This design comes from an exercise in tuning for small area, a short achievable clock period and few clock cycles on the open sky130 flow, not from production work. Only simulation tests tie the RTL to the original design; equivalence was not proved.

==> flow/design.v (excerpt) <==
module pix_tobj (
    input  wire        clk,
    input  wire        rst,
    input  wire        in_valid,
    output wire        in_ready,
    input  wire [31:0] ta,
    input  wire [31:0] vir,
    input  wire [31:0] alpha,
    output reg         out_valid,
    output wire [31:0] out_to,
    output reg  [15:0] out_enc,
    output reg         out_clamped
);
For scale: ~150 I/O pins, roughly 180000 um2 of cells after synthesis.
export LEC_CHECK = 0
export ABC_AREA = 1
export CAP_MARGIN = 60
export CORE_MARGIN = 2
export CORE_UTILIZATION = 55
export PLACE_DENSITY = 0.7
export SLEW_MARGIN = 80
create_clock -name core_clock -period 20.0 [get_ports {clk}]
run.sh (not shown) runs the stock make flow with config.mk's settings and CLKGATE_MAP_FILE= SYNTH_SCRIPT=/design/flow/synth_recipe.tcl, a recipe that flattens the netlist after the stock synthesis.
Testbench counts at the start, summed over its fixed seeds: cycles 2,432.
Change:
--- a/flow/design.v
+++ b/flow/design.v
@@ -296,43 +296,23 @@
 endmodule
 module fp_div (
     input  wire        clk,
     input  wire [31:0] a,
     input  wire [31:0] b,
     output reg  [31:0] r
 );
     localparam [31:0] QNAN = 32'h7FC00000;
     localparam [1:0]  C_NUM = 2'd0, C_NAN = 2'd1, C_INF = 2'd2, C_ZERO = 2'd3;
-    function [28:0] psub(input [27:0] a, input [27:0] b);
-        reg [27:0] g, p, G, P;
-        integer    l, i;
-        begin
-            g = a & ~b;
-            p = a ^ ~b;
-            G = g;
-            P = p;
-            G[0] = g[0] | p[0];           
-            for (l = 0; l < 5; l = l + 1)
-                for (i = 27; i >= 0; i = i - 1)
-                    if (((i >> l) & 1) == 1) begin
-                        G[i] = G[i] | (P[i] & G[((i >> l) << l) - 1]);
-                        P[i] = P[i] & P[((i >> l) << l) - 1];
-                    end
-            psub[0] = ~p[0];
-            for (i = 1; i < 28; i = i + 1) psub[i] = p[i] ^ G[i-1];
-            psub[28] = G[27];
-        end
-    endfunction
     function [24:0] dstep(input [23:0] rem, input [23:0] d);
-        reg [28:0] t;
+        reg [24:0] t;
         begin
-            t = psub({3'b000, rem, 1'b0}, {4'b0000, d});
-            dstep = t[28] ? {1'b1, t[23:0]} : {1'b0, rem[22:0], 1'b0};
+            t = {rem, 1'b0} - {1'b0, d};
+            dstep = t[24] ? {1'b0, rem[22:0], 1'b0} : {1'b1, t[23:0]};
         end
     endfunction
     wire               as, bs;
     wire signed [11:0] ae, be;
     wire [23:0]        am, bm;
     wire               az, ai, an, bz, bi, bn;
     fp_unpack ua (.x(a), .s(as), .e(ae), .m(am), .is_zero(az), .is_inf(ai), .is_nan(an));
     fp_unpack ub (.x(b), .s(bs), .e(be), .m(bm), .is_zero(bz), .is_inf(bi), .is_nan(bn));
     wire [24:0] t0   = {1'b0, am} - {1'b0, bm};
@@ -413,47 +393,28 @@
     wire [1:0]         x_c = uc;
     wire [25:0] x_R  = x_e[0] ? {1'b1, x_m, 2'b00} : {2'b01, x_m, 1'b0};
     wire [7:0]  x_ef = x_e[8:1] + 8'd127;    
     reg [26:0] sr_rem  [0:9];
     reg [24:0] sr_root [0:9];
     reg [25:0] sr_R    [0:9];
     reg [7:0]  sr_ef   [0:9];
     reg        sr_s    [0:9];
     reg [1:0]  sr_c    [0:9];
-    function [28:0] psub(input [27:0] a, input [27:0] b);
-        reg [27:0] g, p, G, P;
-        integer    l, i;
-        begin
-            g = a & ~b;
-            p = a ^ ~b;
-            G = g;
-            P = p;
-            G[0] = g[0] | p[0];           
-            for (l = 0; l < 5; l = l + 1)
-                for (i = 27; i >= 0; i = i - 1)
-                    if (((i >> l) & 1) == 1) begin
-                        G[i] = G[i] | (P[i] & G[((i >> l) << l) - 1]);
-                        P[i] = P[i] & P[((i >> l) << l) - 1];
-                    end
-            psub[0] = ~p[0];
-            for (i = 1; i < 28; i = i + 1) psub[i] = p[i] ^ G[i-1];
-            psub[28] = G[27];
-        end
-    endfunction
     function [52:0] sstep(input [26:0] rem, input [24:0] root, input [1:0] pr, input integer j);
         reg [27:0] rs, tr, df;
         reg [27:0] mk;
         reg        g;
         begin
             mk = (28'd1 << (j + 2)) - 28'd1;
             rs = ({rem, pr}) & mk;
             tr = ({root, 2'b01}) & mk;
-            {g, df} = psub(rs, tr);
+            df = rs - tr;
+            g  = (rs >= tr);
             rs = g ? df : rs;
             mk = (28'd1 << (j + 1)) - 28'd1;
             rs = rs & mk;
             sstep = {g, rs[26:0], root[23:0], g};
         end
     endfunction
     function [1:0] pairof(input [25:0] R, input integer j);
         begin
             if (j <= 13) pairof = R[27 - 2*j -: 2];
Effect: Clock skew went down by 0.021 ns; area after synthesis went up slightly; routed wire length grows slightly; cell area came out higher slightly; cell count goes up by a few percent; core utilization rose by 0.25 points; setup slack improves by 0.16 ns; clock-buffer cell count goes up by 9.
Testbench counts after the change, summed over its fixed seeds: cycles 2,432.


Starting RTL as in the previous note.
==> module fp_mul100, before the edit <==
module fp_mul100 (
    input  wire        clk,
    input  wire [31:0] w,
    output reg  [31:0] v
);
    wire [23:0] m  = {1'b1, w[22:0]};
    wire [28:0] p  = {1'b0, m, 4'd0} + {2'b00, m, 3'd0} + {5'd0, m};
    wire        wn = (w[30:23] == 8'hFF) && (w[22:0] != 23'd0);
    wire        wi = (w[30:0] == 31'h7F800000);
    wire        wz = (w[30:23] == 8'd0);
    reg  [28:0] s1_p;
    reg  [7:0]  s1_f;
    reg         s1_s;
    reg  [1:0]  s1_c;    
    always @(posedge clk) begin
        s1_p <= p;
        s1_f <= w[30:23];
        s1_s <= w[31];
        s1_c <= wn ? 2'd1 : wi ? 2'd2 : wz ? 2'd3 : 2'd0;
    end
    wire [23:0] nm  = s1_p[28] ? s1_p[28:5] : s1_p[27:4];
    wire        g   = s1_p[28] ? s1_p[4] : s1_p[3];
    wire        st  = s1_p[28] ? (s1_p[3:0] != 4'd0) : (s1_p[2:0] != 3'd0);
    wire [9:0]  ef  = {2'b00, s1_f} + (s1_p[28] ? 10'd7 : 10'd6);
    wire        inc = g & (st | nm[0]);
    wire [30:0] pk  = {ef[7:0], nm[22:0]} + {30'd0, inc};
    always @(posedge clk) begin
        case (s1_c)
            2'd1:    v <= 32'h7FC00000;
            2'd2:    v <= {s1_s, 8'hFF, 23'd0};
            2'd3:    v <= {s1_s, 31'd0};
            default: v <= (ef >= 10'd255) ? {s1_s, 8'hFF, 23'd0} : {s1_s, pk};
        endcase
    end
endmodule
==> module pix_tobj, before the edit <==
module pix_tobj (
    input  wire        clk,
    input  wire        rst,
    input  wire        in_valid,
    output wire        in_ready,
    input  wire [31:0] ta,
    input  wire [31:0] vir,
    input  wire [31:0] alpha,
    output reg         out_valid,
    output wire [31:0] out_to,
    output reg  [15:0] out_enc,
    output reg         out_clamped
);
    localparam [31:0] K_KELVIN = 32'h43889333;    
    localparam integer L_DIV = 14, L_ADD = 3, L_SQ1 = 11, L_SQ2 = 11, L_M100 = 2;
    localparam integer L_TOT = L_DIV + L_ADD + L_SQ1 + L_SQ2 + L_ADD + L_ADD + L_M100 + 1;
    localparam integer L_TO  = L_ADD + L_M100 + 1;    
    localparam [4:0]   SW_MIN = 5'd16;                 
    reg         rdy;
    reg         in_v, in_new;
    reg  [31:0] vir_r, al_r;
    reg  [31:0] lt_ta;
    reg         lt_valid;
    reg         cur;
    reg  [4:0]  since_sw;
    reg  [31:0] slot0, slot1;
    reg         ktgt;
    assign in_ready = rdy;
    wire accept    = in_valid && rdy;
    wire newta     = !lt_valid || (ta != lt_ta);
    wire can_start = (since_sw >= SW_MIN);
    wire kst_in    = accept && newta && can_start;       
    wire kst_hold  = in_v && in_new && can_start;         
    wire kstart    = kst_in || kst_hold;
    wire adv       = in_v && (!in_new || can_start);
    wire [31:0] k4_val;
    wire        k4_done;
    fp_k4 u_k4 (.clk(clk), .rst(rst), .start(kstart), .ta(kst_in ? ta : lt_ta), .k4(k4_val), .done(k4_done));
    always @(posedge clk) begin
        if (rst) begin
            rdy      <= 1'b1;
            in_v     <= 1'b0;
            lt_valid <= 1'b0;
            since_sw <= 5'd31;
            cur      <= 1'b0;
            ktgt     <= 1'b0;
        end else begin
            if (kstart) begin
                cur      <= ~cur;
                ktgt     <= ~cur;
                since_sw <= 5'd0;
            end else if (since_sw != 5'd31)
                since_sw <= since_sw + 5'd1;
            if (accept) begin
                in_v     <= 1'b1;
                in_new   <= newta && !can_start;
                lt_ta    <= ta;
                lt_valid <= 1'b1;
                rdy      <= !(newta && !can_start);
            end else begin
                if (adv) in_v <= 1'b0;
                rdy <= !(in_v && in_new && !can_start);
            end
        end
    end
    always @(posedge clk)
        if (rdy) begin
            vir_r <= vir;
            al_r  <= alpha;
        end
    always @(posedge clk)
        if (k4_done) begin
            if (ktgt) slot1 <= k4_val;
            else      slot0 <= k4_val;
        end
    reg [L_TOT-1:0] vch;
    reg [L_DIV-1:0] tch;
    always @(posedge clk) begin
        if (rst) vch <= {L_TOT{1'b0}};
        else     vch <= {vch[L_TOT-2:0], adv};
        tch <= {tch[L_DIV-2:0], kst_hold ? ~cur : cur};
    end
    wire [31:0] y, r, s1, s2, to, w, v;
    fp_div  u_div (.clk(clk), .a(vir_r), .b(al_r), .r(y));
    wire [31:0] k4 = tch[L_DIV-1] ? slot1 : slot0;
    fp_add  u_r   (.clk(clk), .a(y), .b(k4), .sub(1'b0), .r(r));
    fp_sqrt #(.NORM(1)) u_s1 (.clk(clk), .a(r),  .r(s1));
    fp_sqrt #(.NORM(0)) u_s2 (.clk(clk), .a(s1), .r(s2));
    fp_add  u_to  (.clk(clk), .a(s2), .b(K_KELVIN), .sub(1'b1), .r(to));
    fp_add  u_w   (.clk(clk), .a(to), .b(K_KELVIN), .sub(1'b0), .r(w));
    fp_mul100 u_v (.clk(clk), .w(w), .v(v));
    wire [15:0] enc_k;
    wire        enc_c;
    fp_enc u_enc (.v(v), .k(enc_k), .clamped(enc_c));
    reg [31:0] toch [0:L_TO-1];
    integer i;
    always @(posedge clk) begin
        toch[0] <= to;
        for (i = 1; i < L_TO; i = i + 1) toch[i] <= toch[i-1];
        out_enc     <= enc_k;
        out_clamped <= enc_c;
    end
    assign out_to = toch[L_TO-1];
    always @* out_valid = vch[L_TOT-1];
endmodule
==> flow/config.mk <==
export PLATFORM = sky130hd
export DESIGN_NAME = pix_tobj
export DESIGN_NICKNAME = pix_tobj
export VERILOG_FILES = /design/flow/design.v
export SDC_FILE = /design/flow/constraint.sdc
export NUM_CORES = 4
export LEC_CHECK = 0
export ABC_AREA = 1
export CAP_MARGIN = 60
export CORE_MARGIN = 2
export CORE_UTILIZATION = 55
export CTS_BUF_LIST = sky130_fd_sc_hd__clkbuf_8
export PLACE_DENSITY = 0.7
export SLEW_MARGIN = 80
==> flow/constraint.sdc <==
create_clock -name core_clock -period 20.0 [get_ports {clk}]
set_input_delay 4.0000 -clock core_clock [delete_from_list [all_inputs] [get_ports {clk}]]
set_output_delay 4.0000 -clock core_clock [all_outputs]
set_load 0.01 [all_outputs]
Testbench counts at the start, summed over its fixed seeds: cycles 2,432.
Edit:
--- a/flow/design.v
+++ b/flow/design.v
@@ -270,27 +270,16 @@
     wire        wi = (w[30:0] == 31'h7F800000);
     wire        wz = (w[30:23] == 8'd0);
-    reg  [28:0] s1_p;
-    reg  [7:0]  s1_f;
-    reg         s1_s;
-    reg  [1:0]  s1_c;    
-    always @(posedge clk) begin
-        s1_p <= p;
-        s1_f <= w[30:23];
-        s1_s <= w[31];
-        s1_c <= wn ? 2'd1 : wi ? 2'd2 : wz ? 2'd3 : 2'd0;
-    end
-    wire [23:0] nm  = s1_p[28] ? s1_p[28:5] : s1_p[27:4];
-    wire        g   = s1_p[28] ? s1_p[4] : s1_p[3];
-    wire        st  = s1_p[28] ? (s1_p[3:0] != 4'd0) : (s1_p[2:0] != 3'd0);
-    wire [9:0]  ef  = {2'b00, s1_f} + (s1_p[28] ? 10'd7 : 10'd6);
+    wire [23:0] nm  = p[28] ? p[28:5] : p[27:4];
+    wire        g   = p[28] ? p[4] : p[3];
+    wire        st  = p[28] ? (p[3:0] != 4'd0) : (p[2:0] != 3'd0);
+    wire [9:0]  ef  = {2'b00, w[30:23]} + (p[28] ? 10'd7 : 10'd6);
     wire        inc = g & (st | nm[0]);
     wire [30:0] pk  = {ef[7:0], nm[22:0]} + {30'd0, inc};
     always @(posedge clk) begin
-        case (s1_c)
-            2'd1:    v <= 32'h7FC00000;
-            2'd2:    v <= {s1_s, 8'hFF, 23'd0};
-            2'd3:    v <= {s1_s, 31'd0};
-            default: v <= (ef >= 10'd255) ? {s1_s, 8'hFF, 23'd0} : {s1_s, pk};
-        endcase
+        if (wn)                  v <= 32'h7FC00000;
+        else if (wi)             v <= {w[31], 8'hFF, 23'd0};
+        else if (wz)             v <= {w[31], 31'd0};
+        else if (ef >= 10'd255)  v <= {w[31], 8'hFF, 23'd0};
+        else                     v <= {w[31], pk};
     end
 endmodule
@@ -560,5 +549,5 @@
 );
     localparam [31:0] K_KELVIN = 32'h43889333;    
-    localparam integer L_DIV = 14, L_ADD = 3, L_SQ1 = 11, L_SQ2 = 11, L_M100 = 2;
+    localparam integer L_DIV = 14, L_ADD = 3, L_SQ1 = 11, L_SQ2 = 11, L_M100 = 1;
     localparam integer L_TOT = L_DIV + L_ADD + L_SQ1 + L_SQ2 + L_ADD + L_ADD + L_M100 + 1;
     localparam integer L_TO  = L_ADD + L_M100 + 1;    
Final area is lower slightly.
Die area is lower slightly.
First-iteration DRC count is higher by a few percent.
Utilization stays flat.
Count of clock-buffer cells in the layout is lower by 20.
Via count hardly moves.
Critical path depth does not change.
Wire length is lower slightly.
Final cell count is about the same.
Maximum frequency is lower slightly.
Testbench counts after the change, summed over its fixed seeds: cycles 2,424.

port drivers added, routing unchanged:
The results above use ideal ports. As a check the final layouts listed here were re-extracted and re-timed, cells and wires unchanged. Step 1 sets driving cells, clkbuf_16 on the clock port and buf_2 on the other inputs (assumed; they add their load-dependent delay and slew). Step 2 also shifts input and output timing later by t, the mid clock arrival at the registers, as if the neighbouring blocks saw the same clock. Slacks: ideal ports / drivers / drivers and shift; pairs: ideal ports / drivers.
| run | shift t [ns] | slack for setup (ns) | clock arrival spread, ns | worst register clock-pin slew, ns |
|---|---|---|---|---|
| the first run of note 1 | 1.030 | 12.759 / 12.759 / 12.334 | 0.067 / 0.067 | 0.07 / 0.07 |
| the second run of note 1 | 1.023 | 12.923 / 12.923 / 12.732 | 0.064 / 0.064 | 0.07 / 0.07 |
| the first run of note 2 | 1.263 | 12.774 / 12.774 / 12.313 | 0.083 / 0.084 | 0.07 / 0.07 |
| the second run of note 2 | 1.268 | 12.728 / 12.728 / 12.728 | 0.078 / 0.077 | 0.08 / 0.08 |
After both steps setup and hold are still met in every run listed. The setup slack of the first run of note 2, which loses most, moves by 0.000 ns with the drivers and by -0.461 ns with both steps.
